Background: an optimization exercise with open tools, aiming at small area, a short achievable clock period and few clock cycles. Do not read the settings as production practice.
Function was checked by simulation only, so behaviour that the tests miss may differ from the original.
Power and IR drop assume default switching activity.

Setup of maple:
Design bfx, start of the top module:
module bfx (
    input  wire        clk,
    input  wire        rst,           
    input  wire        src_valid,
    input  wire        src_end,
    input  wire [7:0]  src_char,
    output wire        src_ready,
    input  wire        start,
    input  wire        stop_req,
    input  wire        eof_bit,
    input  wire        budget_en,
    input  wire [19:0] step_budget,
    output wire        in_req,
    input  wire        in_ack,
    input  wire        in_eos,
    input  wire [7:0]  in_byte,
    output wire        out_valid,
    output wire [7:0]  out_data,
    input  wire        out_fail,
    output wire [1:0]  ld_status,     
    output wire [1:0]  err_kind,      
    output wire [11:0] err_pos,
    output wire [1:0]  run_state,     
    output wire [2:0]  fault_cause    
);
    localparam IW       = 7;              
    localparam PROG_MAX = 1 << IW;        
    localparam PW       = 9;              
    localparam TAPE     = 1 << PW;        
    localparam [PW-1:0] PTR_ZERO = 1 << (PW - 1);    
    localparam [PW-1:0] PTR_TOP  = {PW{1'b1}};
    localparam C_TGL = 3'd0, C_LEFT = 3'd1, C_RIGHT = 3'd2, C_IN = 3'd3,
               C_OUT = 3'd4, C_OPEN = 3'd5, C_CLOSE = 3'd6;
    localparam LD_UNLOADED = 2'd0, LD_LOADING = 2'd1, LD_LOADED = 2'd2, LD_FAILED = 2'd3;
    reg [1:0]    ld_q;
    reg          ld_err_q;         
    reg [1:0]    err_kind_q;
  ...
Size: ~8200 cells after synthesis, about 79 I/O pins, roughly 0.092 sq mm of cells after synthesis.
export LEC_CHECK = 0
export CAP_MARGIN = 20
export CORE_MARGIN = 2
export CORE_UTILIZATION = 40
export CTS_BUF_LIST = sky130_fd_sc_hd__clkbuf_16
export CTS_CLUSTER_DIAMETER = 60
export CTS_CLUSTER_SIZE = 16
export PLACE_DENSITY = 0.6
export SETUP_SLACK_MARGIN = 4
export SLEW_MARGIN = 20
create_clock -name core_clock -period 9.0 [get_ports {clk}]
run.sh (not shown) runs the stock make flow with config.mk's settings and CLKGATE_MAP_FILE= SYNTH_SCRIPT=/design/flow/synth_recipe.tcl, a recipe that flattens the netlist after the stock synthesis.
maple finished all stages; the layout is clean.
Testbench counts of maple, summed over its fixed seeds: cycles 89,341.
diff inputs: maple => sierra
# maple
export LEC_CHECK = 0
export CAP_MARGIN = 20
export CORE_MARGIN = 2
export CORE_UTILIZATION = 40
export CTS_BUF_LIST = sky130_fd_sc_hd__clkbuf_16
export CTS_CLUSTER_DIAMETER = 60
export CTS_CLUSTER_SIZE = 16
export PLACE_DENSITY = 0.6
export SETUP_SLACK_MARGIN = 4
export SLEW_MARGIN = 20
create_clock -name core_clock -period 9.0 [get_ports {clk}]
# sierra
export LEC_CHECK = 0
export ABC_CLOCK_PERIOD_IN_PS = 4000
export CAP_MARGIN = 20
export CORE_MARGIN = 2
export CORE_UTILIZATION = 40
export PLACE_DENSITY = 0.6
export SETUP_SLACK_MARGIN = 4
export SLEW_MARGIN = 20
create_clock -name core_clock -period 9.0 [get_ports {clk}]
### Flow results
- The ratio of cells with drive above 1 in the final layout reported for sierra is greater than that of maple by 0.23 points.
- Sort maple and sierra by worst setup margin, descending, and sierra comes first.
- Cell area | sierra vs maple | sierra larger
Input-level comparison between amber and sierra:
# sierra
export LEC_CHECK = 0
export ABC_CLOCK_PERIOD_IN_PS = 4000
export CAP_MARGIN = 20
export CORE_MARGIN = 2
export CORE_UTILIZATION = 40
export PLACE_DENSITY = 0.6
export SETUP_SLACK_MARGIN = 4
export SLEW_MARGIN = 20
create_clock -name core_clock -period 9.0 [get_ports {clk}]
# amber
export LEC_CHECK = 0
export CAP_MARGIN = 20
export CORE_MARGIN = 2
export CORE_UTILIZATION = 40
export CTS_BUF_LIST = sky130_fd_sc_hd__clkbuf_16
export CTS_CLUSTER_DIAMETER = 80
export CTS_CLUSTER_SIZE = 30
export PLACE_DENSITY = 0.6
export SETUP_SLACK_MARGIN = 4
export SLEW_MARGIN = 20
create_clock -name core_clock -period 9.0 [get_ports {clk}]
Notes after the runs:
- Going from sierra to amber, utilization down 1.1 points; final worst setup slack down 0.018 ns; met2 wire length down 0.83%; clock buffer count down 141; final critical-path required period up 0.018 ns.
- | sequential portion of the cell area | lower: sierra |
- The count of non-CTS buffers in the layout in amber was higher than what sierra gave.
- amber reports its critical path endpoint as ent_o[22][2]$_DFFE_PP_ while sierra reports ent_o[19][0]$_DFFE_PP_.
- Final standard cell area without fillers of amber falls short of that of sierra by a few percent.

---

Setup of run A:
bfx, a different RTL version from the one above (not shown whole).
Size in the first run: roughly 8,200 cells after synthesis, roughly 79 I/O pins, about 93,000 um2 of cells after synthesis.
make LEC_CHECK=0 ABC_CLOCK_PERIOD_IN_PS=4000 CAP_MARGIN=20 CORE_MARGIN=2 CORE_UTILIZATION=40 CTS_BUF_LIST=sky130_fd_sc_hd__clkbuf_16 CTS_CLUSTER_DIAMETER=65 CTS_CLUSTER_SIZE=22 PLACE_DENSITY=0.6 SETUP_SLACK_MARGIN=4 SLEW_MARGIN=20 finish   # period 9.0 ns
No stage failed in run A, and the final checks on the layout all came back clean.
Testbench counts of run A, summed over its fixed seeds: cycles 89,341.
## Diff of input files: run B against run A
Settings: swapping 65 for 60 in CTS_CLUSTER_DIAMETER; swapping 22 for 16 in CTS_CLUSTER_SIZE.
Findings:
Run B reached the end of the flow, and the finished layout is clean on the timing, DRC and antenna checks. Run B: critical path depth higher than run A. Status: hold slack parity (run A, run B). Re signal arrival time at the worst endpoint: run A and run B aren't equal, and the higher value belongs to run A. Of run A and run B, run B shows the higher portion of total power attributed to the clock network, with run A below it. Run B -> run A: weighted congestion at the end of routability-driven global placement delta 0, exact match. Of run A and run B, run A shows the lower utilization, with run B above it. Critical-path maximum fanout in run B is 34 above run A.
[inputs] run C vs run B
Settings: changing SETUP_SLACK_MARGIN from 4 to 5.
==> comparison <==
Run C finished every stage and its layout cleared the timing, DRC and antenna checks. On half-perimeter wire length after detailed placement, run C and run B are basically level. Where switching power is concerned, run B is outperformed by run C. In the metrics for run C and run B, the one carrying the lower clock group total power is run C. Across both runs, proportion of layout cells with a drive suffix above 1 was higher for run C than for run B.

## afterwards: timing with drivers on the ports
In the flow no input, the clock included, has a driving cell. The finished layouts below were timed again as built, in two steps.
Step 1 sets driving cells, clkbuf_16 on the clock port and buf_2 on the other inputs (assumed; they add their load-dependent delay and slew).
Step 2, shift: input delay + t, output delay - t, t = (earliest + latest rising clock arrival at the registers) / 2. This alone moves slack from input paths to output paths.
Three values: ideal ports, drivers, drivers and shift; two values: the first two.
run	t (ns)	setup slack, ns	cell pins on the clock port's net
maple	0.935	3.844 / 3.844 / 3.389	1
sierra	0.943	3.879 / 3.879 / 3.395	1
amber	0.912	3.861 / 3.861 / 3.555	1
run A	0.918	3.925 / 3.925 / 3.887	1
run B	0.934	3.954 / 3.954 / 3.954	1
run C	0.929	4.109 / 4.109 / 3.859	1
After both steps setup and hold are still met in every run listed. The setup slack of sierra, which loses most, moves by 0.000 ns with the drivers and by -0.484 ns with both steps.
